This is an optimization exercise on Yosys and OpenROAD, whose aim is small area, a short achievable clock period and few clock cycles per item, not a production implementation.
At most, simulation tests tie the RTL to the original design; equivalence was not proved.
Power is estimated from default activity; no workload was simulated.

==> umber <==
==> flow/design.v <==
module bms_scale #(
    parameter integer XLO = -2147549,
    parameter integer XHI = 2147483
) (
    input  wire [31:0] x,
    output wire        ok
);
    assign ok = ($signed(x) >= XLO) && ($signed(x) <= XHI);
endmodule
module bms_u8 (
    input  wire [31:0] x,
    output wire [7:0]  q
);
    wire [7:0] a = x[15:8];
    wire [7:0] b = x[7:0];
    wire borrow = (a >= b) && (x[15:0] != 16'd0);
    assign q = x[31] ? 8'd0 : x[16] ? 8'hff : a - {7'd0, borrow};
endmodule
module bms_seg #(
    parameter integer W = 42
) (
    input  wire [31:0]   x,
    input  wire          h,
    output wire [15:0]   lo,
    output wire          go,
    output wire          ca,
    output wire [W-33:0] hi
);
    wire        neg = x[31];
    wire [41:0] xs  = {{10{neg}}, x};
    wire [41:0] t10 = xs << 10, t7 = xs << 7, t3 = xs << 3, t2 = xs << 2;
    wire [41:0] a  = {t10[41:32], h ? t7[31:0] : t10[31:0]};
    wire [41:0] c  = {t3[41:32],  h ? t2[31:0] : t3[31:0]};
    wire [41:0] b5 = xs << 5;                  
    wire [41:0] an = ~a, cn = ~c;
    wire [41:0] sn = an ^ b5 ^ cn;
    wire [40:0] kn = (an[40:0] & b5[40:0]) | (an[40:0] & cn[40:0]) | (b5[40:0] & cn[40:0]);
    wire [41:0] kp = {kn, 1'b1};
    wire [17:0] m   = {1'b0, sn[15:0], 1'b1}  + {1'b0, kp[15:0], 1'b1};
    wire [16:0] mid;
    bms_add #(.W(16), .ARCH(3)) u_mid (.a(sn[31:16]), .b(kp[31:16]), .ci(!neg), .s(mid[15:0]), .co(mid[16]));
    assign ca = !m[17] || (!neg && ((sn[15:0] ^ kp[15:0]) == 16'hffff));
    assign lo = ~mid[15:0];
    assign go = !mid[16];
    generate
        if (W > 32) begin : g_hi
            wire [W-32:0] t = {sn[W-1:32], 1'b1} + {kp[W-1:32], 1'b1};
            assign hi = ~t[W-32:1];
        end
    endgenerate
endmodule
module bms_add #(parameter integer W = 32, parameter integer ARCH = 1) (
    input  wire [W-1:0] a,
    input  wire [W-1:0] b,
    input  wire         ci,
    output wire [W-1:0] s,
    output wire         co
);
    localparam integer L = $clog2(W);
    wire [W-1:0] p = a ^ b;
    wire [W-1:0] g0 = a & b;
    wire [W:0]   c;      
    assign c[0] = ci;
    genvar i, l;
    generate
        if (ARCH == 4) begin : g_y
            assign {co, s} = a + b + ci;
        end else begin : g_pf
            wire [W-1:0] gi = {g0[W-1:1], g0[0] | (p[0] & ci)};
            wire [W-1:0] pi = {p[W-1:1], 1'b0};
            if (ARCH == 0) begin : g_rc
                for (i = 0; i < W; i = i + 1) begin : g_b
                    assign c[i+1] = gi[i] | (p[i] & c[i]);
                end
            end else if (ARCH == 1 || ARCH == 3) begin : g_sk
                wire [W-1:0] G [0:L];
                wire [W-1:0] P [0:L];
                assign G[0] = gi; assign P[0] = pi;
                for (l = 0; l < L; l = l + 1) begin : g_l
                    for (i = 0; i < W; i = i + 1) begin : g_b
                        if (ARCH == 1) begin : g_s
                            if ((i >> l) & 1) begin : g_c
                                localparam integer J = ((i >> l) << l) - 1;
                                assign G[l+1][i] = G[l][i] | (P[l][i] & G[l][J]);
                                assign P[l+1][i] = P[l][i] & P[l][J];
                            end else begin : g_n
                                assign G[l+1][i] = G[l][i];
                                assign P[l+1][i] = P[l][i];
                            end
                        end else begin : g_k
                            if (i >= (1 << l)) begin : g_c
                                assign G[l+1][i] = G[l][i] | (P[l][i] & G[l][i - (1 << l)]);
                                assign P[l+1][i] = P[l][i] & P[l][i - (1 << l)];
                            end else begin : g_n
                                assign G[l+1][i] = G[l][i];
                                assign P[l+1][i] = P[l][i];
                            end
                        end
                    end
                end
                for (i = 0; i < W; i = i + 1) begin : g_c
                    assign c[i+1] = G[L][i];
                end
            end else begin : g_bk
                wire [W-1:0] G [0:2*L];
                wire [W-1:0] P [0:2*L];
                assign G[0] = gi; assign P[0] = pi;
                for (l = 0; l < L; l = l + 1) begin : g_up
                    for (i = 0; i < W; i = i + 1) begin : g_b
                        if (((i + 1) % (2 << l)) == 0) begin : g_c
                            assign G[l+1][i] = G[l][i] | (P[l][i] & G[l][i - (1 << l)]);
                            assign P[l+1][i] = P[l][i] & P[l][i - (1 << l)];
                        end else begin : g_n
                            assign G[l+1][i] = G[l][i];
                            assign P[l+1][i] = P[l][i];
                        end
                    end
                end
                for (l = L - 2; l >= 0; l = l - 1) begin : g_dn
                    for (i = 0; i < W; i = i + 1) begin : g_b
                        if (((i + 1) % (2 << l)) == (1 << l) && i >= (2 << l)) begin : g_c
                            assign G[2*L-1-l][i] = G[2*L-2-l][i] | (P[2*L-2-l][i] & G[2*L-2-l][i - (1 << l)]);
                            assign P[2*L-1-l][i] = P[2*L-2-l][i] & P[2*L-2-l][i - (1 << l)];
                        end else begin : g_n
                            assign G[2*L-1-l][i] = G[2*L-2-l][i];
                            assign P[2*L-1-l][i] = P[2*L-2-l][i];
                        end
                    end
                end
                for (i = 0; i < W; i = i + 1) begin : g_c
                    assign c[i+1] = G[2*L-1][i];
                end
            end
            assign s = p ^ c[W-1:0];
            assign co = c[W];
        end
    endgenerate
endmodule
module bms_encoder (
    input  wire        clk,
    input  wire        rst,
    input  wire [7:0]  a_local,
    input  wire        req_valid,
    output wire        req_ready,
    input  wire [2:0]  req_kind,
    input  wire [31:0] req_x0,
    input  wire [31:0] req_x1,
    input  wire [31:0] req_x2,
    input  wire [31:0] req_x3,
    input  wire [31:0] req_x4,
    input  wire [7:0]  req_u0,
    input  wire [7:0]  req_u1,
    input  wire [55:0] req_bitmap,
    output reg         out_valid,
    input  wire        out_ready,
    output reg         out_err,
    output wire [7:0]  out_err_idx,
    output wire [31:0] out_id,
    output wire [63:0] out_data
);
    wire k_va  = !req_kind[2] && !req_kind[0];           
    wire k_st  = req_kind == 3'd1;                       
    wire k_vc  = req_kind == 3'd3;                       
    wire k_tp  = req_kind == 3'd4;                       
    wire k_ch  = k_vc || k_tp;                           
    wire k_bal = req_kind == 3'd5;                       
    wire        h = req_kind[2];
    wire [15:0] lo0, lo1, lo2;
    wire [9:0]  hi0, hi1;
    wire        go0, go1, go2;
    wire        c0, c1, c2;
    bms_seg #(.W(42)) u_s0 (.x(req_x0), .h(h), .lo(lo0), .go(go0), .ca(c0), .hi(hi0));
    bms_seg #(.W(42)) u_s1 (.x(req_x1), .h(h), .lo(lo1), .go(go1), .ca(c1), .hi(hi1));
    wire [31:0] x2c = {{6{req_x2[25]}}, req_x2[25:0]};
    bms_seg #(.W(32)) u_s2 (.x(x2c), .h(!req_kind[0]), .lo(lo2), .go(go2), .ca(c2), .hi());
    wire [7:0] q2s, q3;
    bms_u8 u_q2s (.x(req_x2), .q(q2s));
    bms_u8 u_q3  (.x(req_x3), .q(q3));
    wire [7:0] q4 = req_x4[23:16] + {7'd0, req_x4[31] && (req_x4[15:0] != 16'd0)};
    wire ok0k, ok1k, ok2k, ok0h, ok1h, ok2h, ok2s, ok3s, ok4;
    bms_scale #(.XLO(-2147549),  .XHI(2147483))  u_ok0k (.x(req_x0), .ok(ok0k));
    bms_scale #(.XLO(-2147549),  .XHI(2147483))  u_ok1k (.x(req_x1), .ok(ok1k));
    bms_scale #(.XLO(-2147549),  .XHI(2147483))  u_ok2k (.x(req_x2), .ok(ok2k));
    bms_scale #(.XLO(-21475491), .XHI(21474836)) u_ok0h (.x(req_x0), .ok(ok0h));
    bms_scale #(.XLO(-21475491), .XHI(21474836)) u_ok1h (.x(req_x1), .ok(ok1h));
    bms_scale #(.XLO(-21475491), .XHI(21474836)) u_ok2h (.x(req_x2), .ok(ok2h));
    bms_scale #(.XLO(-257),      .XHI(65793))    u_ok2s (.x(req_x2), .ok(ok2s));
    bms_scale #(.XLO(-257),      .XHI(65793))    u_ok3s (.x(req_x3), .ok(ok3s));
    bms_scale #(.XLO(-8454143),  .XHI(8388607))  u_ok4  (.x(req_x4), .ok(ok4));
    wire [8:0] first = {1'b0, req_u0};
    wire [8:0] count = {1'b0, req_u1};
    wire [8:0] left = count - first;         
    wire use0 = !left[8] && (left[7:0] != 8'd0);
    wire use1 = !left[8] && (left[7:1] != 7'd0);
    wire use2 = !left[8] && ((left[7:2] != 6'd0) || (left[1:0] == 2'd3));
    wire f0 = use0 && !(h ? ok0h : ok0k);
    wire f1 = use1 && !(h ? ok1h : ok1k);
    wire f2 = use2 && !(h ? ok2h : ok2k);
    wire s_err = !ok0k || !ok1k || !ok2s || !ok3s || !ok4;
    wire [2:0] s_idx = !ok0k ? 3'd0 : !ok1k ? 3'd1 : !ok2s ? 3'd2 : !ok3s ? 3'd3 : 3'd4;
    wire       r_err = k_st ? s_err : k_ch ? (f0 || f1 || f2) : 1'b0;
    wire [2:0] r_idx = k_ch ? (f0 ? 3'd0 : f1 ? 3'd1 : 3'd2) : s_idx;
    reg [63:0] r_data;
    reg [3:0]  r_ci;
    always @(*) begin
        if (k_va) begin
            r_data = {lo0[15:10], hi0, lo0, lo1[15:10], hi1, lo1};
            r_ci   = {1'b0, c0, 1'b0, c1};
        end else if (k_st) begin
            r_data = {lo0, lo1, q2s, q3, q4, req_u0};
            r_ci   = {c0, c1, 2'b00};
        end else if (k_ch) begin
            r_data = {req_u0, req_u1,
                      use0 ? lo0 : 16'd0,
                      use1 ? lo1 : 16'd0,
                      use2 ? lo2 : 16'd0};
            r_ci   = {1'b0, use0 && c0, use1 && c1, use2 && c2};
        end else if (k_bal) begin
            r_data = {req_u0, req_bitmap};
            r_ci   = 4'd0;
        end else begin
            r_data = {req_u0, req_u1, 48'd0};
            r_ci   = 4'd0;
        end
    end
    reg [2:0]  out_kind;
    reg [2:0]  out_idx;
    reg [63:0] out_reg;
    reg [3:0]  out_ci;
    reg [1:0]  out_go;
    assign req_ready = !out_valid || out_ready;
    always @(posedge clk) begin
        if (rst) begin
            out_valid <= 1'b0;
        end else if (req_ready) begin
            out_valid <= req_valid;
        end
        if (req_ready) begin
            out_err  <= r_err;
            out_kind <= req_kind;
            out_idx  <= r_idx;
            out_reg  <= r_data;
            out_ci   <= r_ci;
            out_go   <= {go0, go1};
        end
    end
    wire o_ch = (out_kind == 3'd3) || (out_kind == 3'd4);
    assign out_err_idx = o_ch ? out_reg[63:56] + {6'd0, out_idx[1:0]} : {5'd0, out_idx};
    wire        o_va = !out_kind[2] && !out_kind[0];
    wire [15:0] l2 = out_reg[47:32] + {15'd0, out_ci[2]};
    wire [15:0] l0 = out_reg[15:0]  + {15'd0, out_ci[0]};
    wire        x2 = (&out_reg[47:32]) && out_ci[2];
    wire        x0 = (&out_reg[15:0])  && out_ci[0];
    wire [1:0]  c32_0 = {1'b0, out_go[1]} + {1'b0, x2};
    wire [1:0]  c32_1 = {1'b0, out_go[0]} + {1'b0, x0};
    wire [15:0] r3p = out_reg[63:48] + 16'd1, r1p = out_reg[31:16] + 16'd1;
    wire [9:0]  r3b = {out_reg[57:49] + 9'd1, out_reg[48]};
    wire [9:0]  r1b = {out_reg[25:17] + 9'd1, out_reg[16]};
    wire [9:0]  h3 = c32_0[1] ? r3b : c32_0[0] ? r3p[9:0] : out_reg[57:48];
    wire [9:0]  h1 = c32_1[1] ? r1b : c32_1[0] ? r1p[9:0] : out_reg[25:16];
    wire [15:0] l3 = o_va ? {{6{h3[9]}}, h3} : out_ci[3] ? r3p : out_reg[63:48];
    wire [15:0] l1 = o_va ? {{6{h1[9]}}, h1} : out_ci[1] ? r1p : out_reg[31:16];
    assign out_data = {l3, l2, l1, l0};
    reg [7:0] pt;
    always @(*) begin
        case (out_kind)
            3'd0: pt = 8'd38;
            3'd1: pt = 8'd45;
            3'd2: pt = 8'd40;
            3'd3: pt = 8'd41;
            3'd4: pt = 8'd43;
            3'd5: pt = 8'd42;
            default: pt = 8'd255;
        endcase
    end
    assign out_id = {16'h8000, pt, a_local};
endmodule
==> flow/flow/run.sh <==
#!/bin/bash
# Standard layout, with plain buf_1 cells as the port buffers and timing
# repair aimed at a setup slack of 6.4 ns.
set -euo pipefail
export BUFFER_PORTS_ARGS="-buffer_cell sky130_fd_sc_hd__buf_1"
export SETUP_SLACK_MARGIN=6.4
bash standard.sh > standard.log 2>&1
==> flow/standard.sh <==
#!/bin/bash
# synth_recipe.tcl (not shown) runs the flow's synth.tcl, then flattens the netlist and writes it again
# the make line also repeats each setting of config.mk as NAME=value (left out here)
make -C /OpenROAD-flow-scripts/flow DESIGN_CONFIG=/design/flow/config.mk WORK_HOME=/design/flow/orfs CLKGATE_MAP_FILE= SYNTH_SCRIPT=/design/flow/synth_recipe.tcl "${@:-finish}"
==> flow/config.mk <==
export PLATFORM = sky130hd
export DESIGN_NAME = bms_encoder
export DESIGN_NICKNAME = bms_encoder
export VERILOG_FILES = /design/flow/design.v
export SDC_FILE = /design/flow/constraint.sdc
export NUM_CORES = 4
export LEC_CHECK = 0
export CAP_MARGIN = 20
export CORE_MARGIN = 2
export CORE_UTILIZATION = 40
export SLEW_MARGIN = 20
==> flow/constraint.sdc <==
create_clock -name core_clock -period 12.0 [get_ports {clk}]
set_input_delay 2.4000 -clock core_clock [delete_from_list [all_inputs] [get_ports {clk}]]
set_output_delay 2.4000 -clock core_clock [all_outputs]
set_load 0.01 [all_outputs]
==> raven (differences from umber) <==
==> flow/design.v, changed modules only <==
module bms_seg #(
    parameter integer W = 42
) (
    input  wire [31:0]   x,
    input  wire          h,
    output wire [15:0]   lo,
    output wire          go,
    output wire          ca,
    output wire [W-33:0] hi
);
    wire        neg = x[31];
    wire [41:0] xs  = {{10{neg}}, x};
    wire [41:0] t10 = xs << 10, t7 = xs << 7, t3 = xs << 3, t2 = xs << 2;
    wire [41:0] a  = {t10[41:32], h ? t7[31:0] : t10[31:0]};
    wire [41:0] c  = {t3[41:32],  h ? t2[31:0] : t3[31:0]};
    wire [41:0] b5 = xs << 5;                  
    wire [41:0] an = ~a, cn = ~c;
    wire [41:0] sn = an ^ b5 ^ cn;
    wire [40:0] kn = (an[40:0] & b5[40:0]) | (an[40:0] & cn[40:0]) | (b5[40:0] & cn[40:0]);
    wire [41:0] kp = {kn, 1'b1};
    wire [17:0] m   = {1'b0, sn[15:0], 1'b1}  + {1'b0, kp[15:0], 1'b1};
    wire [17:0] mid = {1'b0, sn[31:16], !neg} + {1'b0, kp[31:16], !neg};
    assign ca = !m[17] || (!neg && ((sn[15:0] ^ kp[15:0]) == 16'hffff));
    assign lo = ~mid[16:1];
    assign go = !mid[17];
    generate
        if (W > 32) begin : g_hi
            wire [W-32:0] t = {sn[W-1:32], 1'b1} + {kp[W-1:32], 1'b1};
            assign hi = ~t[W-32:1];
        end
    endgenerate
endmodule
module bms_encoder (
    input  wire        clk,
    input  wire        rst,
    input  wire [7:0]  a_local,
    input  wire        req_valid,
    output wire        req_ready,
    input  wire [2:0]  req_kind,
    input  wire [31:0] req_x0,
    input  wire [31:0] req_x1,
    input  wire [31:0] req_x2,
    input  wire [31:0] req_x3,
    input  wire [31:0] req_x4,
    input  wire [7:0]  req_u0,
    input  wire [7:0]  req_u1,
    input  wire [55:0] req_bitmap,
    output reg         out_valid,
    input  wire        out_ready,
    output reg         out_err,
    output wire [7:0]  out_err_idx,
    output wire [31:0] out_id,
    output wire [63:0] out_data
);
    wire k_va  = !req_kind[2] && !req_kind[0];           
    wire k_st  = req_kind == 3'd1;                       
    wire k_vc  = req_kind == 3'd3;                       
    wire k_tp  = req_kind == 3'd4;                       
    wire k_ch  = k_vc || k_tp;                           
    wire k_bal = req_kind == 3'd5;                       
    wire        h = req_kind[2];
    wire [15:0] lo0, lo1, lo2;
    wire [9:0]  hi0, hi1;
    wire        go0, go1, go2;
    wire        c0, c1, c2;
    bms_seg #(.W(42)) u_s0 (.x(req_x0), .h(h), .lo(lo0), .go(go0), .ca(c0), .hi(hi0));
    bms_seg #(.W(42)) u_s1 (.x(req_x1), .h(h), .lo(lo1), .go(go1), .ca(c1), .hi(hi1));
    wire [31:0] x2c = {{6{req_x2[25]}}, req_x2[25:0]};
    bms_seg #(.W(32)) u_s2 (.x(x2c), .h(!req_kind[0]), .lo(lo2), .go(go2), .ca(c2), .hi());
    wire [7:0] q2s, q3;
    bms_u8 u_q2s (.x(req_x2), .q(q2s));
    bms_u8 u_q3  (.x(req_x3), .q(q3));
    wire [7:0] q4 = req_x4[23:16] + {7'd0, req_x4[31] && (req_x4[15:0] != 16'd0)};
    wire ok0k, ok1k, ok2k, ok0h, ok1h, ok2h, ok2s, ok3s, ok4;
    bms_scale #(.XLO(-2147549),  .XHI(2147483))  u_ok0k (.x(req_x0), .ok(ok0k));
    bms_scale #(.XLO(-2147549),  .XHI(2147483))  u_ok1k (.x(req_x1), .ok(ok1k));
    bms_scale #(.XLO(-2147549),  .XHI(2147483))  u_ok2k (.x(req_x2), .ok(ok2k));
    bms_scale #(.XLO(-21475491), .XHI(21474836)) u_ok0h (.x(req_x0), .ok(ok0h));
    bms_scale #(.XLO(-21475491), .XHI(21474836)) u_ok1h (.x(req_x1), .ok(ok1h));
    bms_scale #(.XLO(-21475491), .XHI(21474836)) u_ok2h (.x(req_x2), .ok(ok2h));
    bms_scale #(.XLO(-257),      .XHI(65793))    u_ok2s (.x(req_x2), .ok(ok2s));
    bms_scale #(.XLO(-257),      .XHI(65793))    u_ok3s (.x(req_x3), .ok(ok3s));
    bms_scale #(.XLO(-8454143),  .XHI(8388607))  u_ok4  (.x(req_x4), .ok(ok4));
    wire [8:0] first = {1'b0, req_u0};
    wire [8:0] count = {1'b0, req_u1};
    wire [8:0] left = count - first;         
    wire use0 = !left[8] && (left[7:0] != 8'd0);
    wire use1 = !left[8] && (left[7:1] != 7'd0);
    wire use2 = !left[8] && ((left[7:2] != 6'd0) || (left[1:0] == 2'd3));
    wire f0 = use0 && !(h ? ok0h : ok0k);
    wire f1 = use1 && !(h ? ok1h : ok1k);
    wire f2 = use2 && !(h ? ok2h : ok2k);
    wire s_err = !ok0k || !ok1k || !ok2s || !ok3s || !ok4;
    wire [2:0] s_idx = !ok0k ? 3'd0 : !ok1k ? 3'd1 : !ok2s ? 3'd2 : !ok3s ? 3'd3 : 3'd4;
    wire       r_err = k_st ? s_err : k_ch ? (f0 || f1 || f2) : 1'b0;
    wire [2:0] r_idx = k_ch ? (f0 ? 3'd0 : f1 ? 3'd1 : 3'd2) : s_idx;
    reg [63:0] r_data;
    reg [3:0]  r_ci;
    always @(*) begin
        if (k_va) begin
            r_data = {lo0[15:10], hi0, lo0, lo1[15:10], hi1, lo1};
            r_ci   = {1'b0, c0, 1'b0, c1};
        end else if (k_st) begin
            r_data = {lo0, lo1, q2s, q3, q4, req_u0};
            r_ci   = {c0, c1, 2'b00};
        end else if (k_ch) begin
            r_data = {req_u0, req_u1,
                      use0 ? lo0 : 16'd0,
                      use1 ? lo1 : 16'd0,
                      use2 ? lo2 : 16'd0};
            r_ci   = {1'b0, use0 && c0, use1 && c1, use2 && c2};
        end else if (k_bal) begin
            r_data = {req_u0, req_bitmap};
            r_ci   = 4'd0;
        end else begin
            r_data = {req_u0, req_u1, 48'd0};
            r_ci   = 4'd0;
        end
    end
    reg [2:0]  out_kind;
    reg [2:0]  out_idx;
    reg [63:0] out_reg;
    reg [3:0]  out_ci;
    reg [1:0]  out_go;
    assign req_ready = !out_valid || out_ready;
    always @(posedge clk) begin
        if (rst) begin
            out_valid <= 1'b0;
        end else if (req_ready) begin
            out_valid <= req_valid;
        end
        if (req_ready) begin
            out_err  <= r_err;
            out_kind <= req_kind;
            out_idx  <= r_idx;
            out_reg  <= r_data;
            out_ci   <= r_ci;
            out_go   <= {go0, go1};
        end
    end
    wire o_ch = (out_kind == 3'd3) || (out_kind == 3'd4);
    assign out_err_idx = o_ch ? out_reg[63:56] + {6'd0, out_idx[1:0]} : {5'd0, out_idx};
    wire        o_va = !out_kind[2] && !out_kind[0];
    wire [15:0] l2 = out_reg[47:32] + {15'd0, out_ci[2]};
    wire [15:0] l0 = out_reg[15:0]  + {15'd0, out_ci[0]};
    wire        x2 = (&out_reg[47:32]) && out_ci[2];
    wire        x0 = (&out_reg[15:0])  && out_ci[0];
    wire        c32_0 = out_go[1] || x2;
    wire        c32_1 = out_go[0] || x0;
    wire [15:0] r3p = out_reg[63:48] + 16'd1, r1p = out_reg[31:16] + 16'd1;
    wire [9:0]  h3 = c32_0 ? r3p[9:0] : out_reg[57:48];
    wire [9:0]  h1 = c32_1 ? r1p[9:0] : out_reg[25:16];
    wire [15:0] l3 = o_va ? {{6{h3[9]}}, h3} : out_ci[3] ? r3p : out_reg[63:48];
    wire [15:0] l1 = o_va ? {{6{h1[9]}}, h1} : out_ci[1] ? r1p : out_reg[31:16];
    assign out_data = {l3, l2, l1, l0};
    reg [7:0] pt;
    always @(*) begin
        case (out_kind)
            3'd0: pt = 8'd38;
            3'd1: pt = 8'd45;
            3'd2: pt = 8'd40;
            3'd3: pt = 8'd41;
            3'd4: pt = 8'd43;
            3'd5: pt = 8'd42;
            default: pt = 8'd255;
        endcase
    end
    assign out_id = {16'h8000, pt, a_local};
endmodule
// module bms_add removed
CAP_MARGIN = 10   (was 20)
CORE_UTILIZATION = 60   (was 40)
CTS_BUF_LIST = sky130_fd_sc_hd__clkbuf_4 sky130_fd_sc_hd__clkbuf_8   (was not set)
SLEW_MARGIN = 10   (was 20)
==> yarrow (differences from umber) <==
==> flow/design.v, changed modules only <==
module bms_seg #(
    parameter integer W = 42
) (
    input  wire [31:0]   x,
    input  wire          h,
    output wire [15:0]   lo,
    output wire          go,
    output wire          ca,
    output wire [W-33:0] hi
);
    wire        neg = x[31];
    wire [41:0] xs  = {{10{neg}}, x};
    wire [41:0] t10 = xs << 10, t7 = xs << 7, t3 = xs << 3, t2 = xs << 2;
    wire [41:0] a  = {t10[41:32], h ? t7[31:0] : t10[31:0]};
    wire [41:0] c  = {t3[41:32],  h ? t2[31:0] : t3[31:0]};
    wire [41:0] b5 = xs << 5;                  
    wire [41:0] an = ~a, cn = ~c;
    wire [41:0] sn = an ^ b5 ^ cn;
    wire [40:0] kn = (an[40:0] & b5[40:0]) | (an[40:0] & cn[40:0]) | (b5[40:0] & cn[40:0]);
    wire [41:0] kp = {kn, 1'b1};
    wire [17:0] m   = {1'b0, sn[15:0], 1'b1}  + {1'b0, kp[15:0], 1'b1};
    wire [17:0] mid = {1'b0, sn[31:16], !neg} + {1'b0, kp[31:16], !neg};
    assign ca = !m[17] || (!neg && ((sn[15:0] ^ kp[15:0]) == 16'hffff));
    assign lo = ~mid[16:1];
    assign go = !mid[17];
    generate
        if (W > 32) begin : g_hi
            wire [W-32:0] t = {sn[W-1:32], 1'b1} + {kp[W-1:32], 1'b1};
            assign hi = ~t[W-32:1];
        end
    endgenerate
endmodule
// module bms_add removed
==> fjord (differences from umber) <==
--- a/flow/design.v
+++ b/flow/design.v
@@ -251,13 +251,11 @@
     wire [15:0] l0 = out_reg[15:0]  + {15'd0, out_ci[0]};
     wire        x2 = (&out_reg[47:32]) && out_ci[2];
     wire        x0 = (&out_reg[15:0])  && out_ci[0];
-    wire [1:0]  c32_0 = {1'b0, out_go[1]} + {1'b0, x2};
-    wire [1:0]  c32_1 = {1'b0, out_go[0]} + {1'b0, x0};
+    wire        c32_0 = out_go[1] || x2;
+    wire        c32_1 = out_go[0] || x0;
     wire [15:0] r3p = out_reg[63:48] + 16'd1, r1p = out_reg[31:16] + 16'd1;
-    wire [9:0]  r3b = {out_reg[57:49] + 9'd1, out_reg[48]};
-    wire [9:0]  r1b = {out_reg[25:17] + 9'd1, out_reg[16]};
-    wire [9:0]  h3 = c32_0[1] ? r3b : c32_0[0] ? r3p[9:0] : out_reg[57:48];
-    wire [9:0]  h1 = c32_1[1] ? r1b : c32_1[0] ? r1p[9:0] : out_reg[25:16];
+    wire [9:0]  h3 = c32_0 ? r3p[9:0] : out_reg[57:48];
+    wire [9:0]  h1 = c32_1 ? r1p[9:0] : out_reg[25:16];
     wire [15:0] l3 = o_va ? {{6{h3[9]}}, h3} : out_ci[3] ? r3p : out_reg[63:48];
     wire [15:0] l1 = o_va ? {{6{h1[9]}}, h1} : out_ci[1] ? r1p : out_reg[31:16];
     assign out_data = {l3, l2, l1, l0};
CAP_MARGIN = 10   (was 20)
CTS_BUF_LIST = sky130_fd_sc_hd__clkbuf_4 sky130_fd_sc_hd__clkbuf_8   (was not set)
SLEW_MARGIN = 10   (was 20)
==> summary.txt <==
First-iteration DRC count: umber < fjord < yarrow < raven.
Between yarrow and raven, the lower design area is in raven (gap about 5%, measured against raven).
Register-to-register slack, highest first: fjord, yarrow, umber, raven.
In sequential cell count, raven and yarrow do not differ.
Area after synthesis, highest first: yarrow, umber, fjord, raven.
Between raven and yarrow, the lower clock skew is in yarrow (gap 5.4 ps).
Clock-buffer cell count is the same in fjord and umber.
Non-clock buffer count, lowest first: raven, fjord, yarrow, umber.
Sequential share of layout area: raven > fjord > yarrow > umber.
Of umber and raven, umber has the higher cell count (gap about 8%, measured against raven).
Setup slack, lowest first: fjord, umber, yarrow, raven.
==> figures <==
Result of the run: raven finished clean; fjord finished clean; yarrow finished clean; umber finished clean
Worst voltage drop across the vdd grid: raven 0.0000655 V; fjord 0.0000459 V; yarrow 0.0000624 V; umber 0.0000563 V
Arrival time reported for the critical path endpoint: raven 5720 ps; fjord 5790 ps; yarrow 5730 ps; umber 5750 ps
Share of the synthesized area in compound gates (AO/OA/AOI/OAI): raven 0.214; fjord 0.204; yarrow 0.223; umber 0.222
Launch point of the worst path: raven req_kind[0]; fjord req_kind[0]; yarrow req_kind[2]; umber req_kind[0]
Post-route cell area: raven 17,800 sq um; fjord 18,100 sq um; yarrow 18,800 sq um; umber 18,800 sq um
Critical register-to-register path endpoint: raven out_kind[0]; fjord out_reg[1]; yarrow out_reg[63]; umber out_reg[55]
Area overhead of the layout relative to synthesis: raven 12.9%; fjord 14.5%; yarrow 16.7%; umber 17.4%
Last weighted congestion value of the routability-driven placer: raven 1.01; fjord 0.966; yarrow 0.933; umber 0.957
Skew final: raven 18.2 ps; fjord 9.13 ps; yarrow 12.7 ps; umber 5.86 ps
Flop-to-flop setup slack: raven 10,150 ps; fjord 10,340 ps; yarrow 10,280 ps; umber 10,260 ps
F_max: raven 0.179 GHz; fjord 0.176 GHz; yarrow 0.177 GHz; umber 0.176 GHz
# resized after CTS: raven 25; fjord 28; yarrow 40; umber 58
Net count, final: raven 2,747; fjord 2,738; yarrow 2,799; umber 2,774
Count of inverters other than clock inverters in the layout: raven 130; fjord 140; yarrow 131; umber 133
First-pass GRT wire length: raven 85.8 mm; fjord 90.4 mm; yarrow 91.9 mm; umber 91.9 mm
Slowest CP cell: raven sky130_fd_sc_hd__fa_1; fjord sky130_fd_sc_hd__fa_1; yarrow sky130_fd_sc_hd__fa_2; umber sky130_fd_sc_hd__fa_1
Total Wirelength: raven 55.8 mm; fjord 60.4 mm; yarrow 61.6 mm; umber 61.7 mm
Met1 routed wirelength after detailed routing: raven 21.6 mm; fjord 26.9 mm; yarrow 27.0 mm; umber 27.1 mm
Syn. warnings: raven 1; fjord 2; yarrow 1; umber 2
Die Wd: raven 166 microns; fjord 203 microns; yarrow 204 microns; umber 204 microns
Net switching fraction of the power: raven 0.500; fjord 0.492; yarrow 0.483; umber 0.478
Synth cell types: raven 73; fjord 85; yarrow 82; umber 85
Testbench counts of raven, summed over its fixed seeds: cycles 16,008, items 16,000.
For umber, yarrow and fjord, only the layout was checked, not whether the RTL still works.

[re-timing with driven ports]
The results above use ideal ports. As a check the final layouts listed here were re-extracted and re-timed, cells and wires unchanged.
Step 1 sets driving cells, clkbuf_16 on the clock port and buf_2 on the other inputs (assumed; they add their load-dependent delay and slew).
Step 2, shift: input delay + t, output delay - t, t = (earliest + latest rising clock arrival at the registers) / 2. This alone moves slack from input paths to output paths.
Three values: ideal, step 1, step 2; two values: the first two.
run	shift t [ns]	setup WS [ns]	slew at the worst register clock pin (ns)
umber	0.392	6.329 / 6.186 / 5.794	0.07 / 0.07
raven	0.413	6.409 / 6.386 / 5.973	0.10 / 0.10
yarrow	0.394	6.336 / 6.135 / 5.741	0.07 / 0.07
fjord	0.421	6.307 / 6.299 / 5.878	0.09 / 0.09
After both steps every run listed still meets setup and hold. The setup slack of yarrow, which loses most, moves by -0.201 ns with the drivers and by -0.595 ns with both steps.
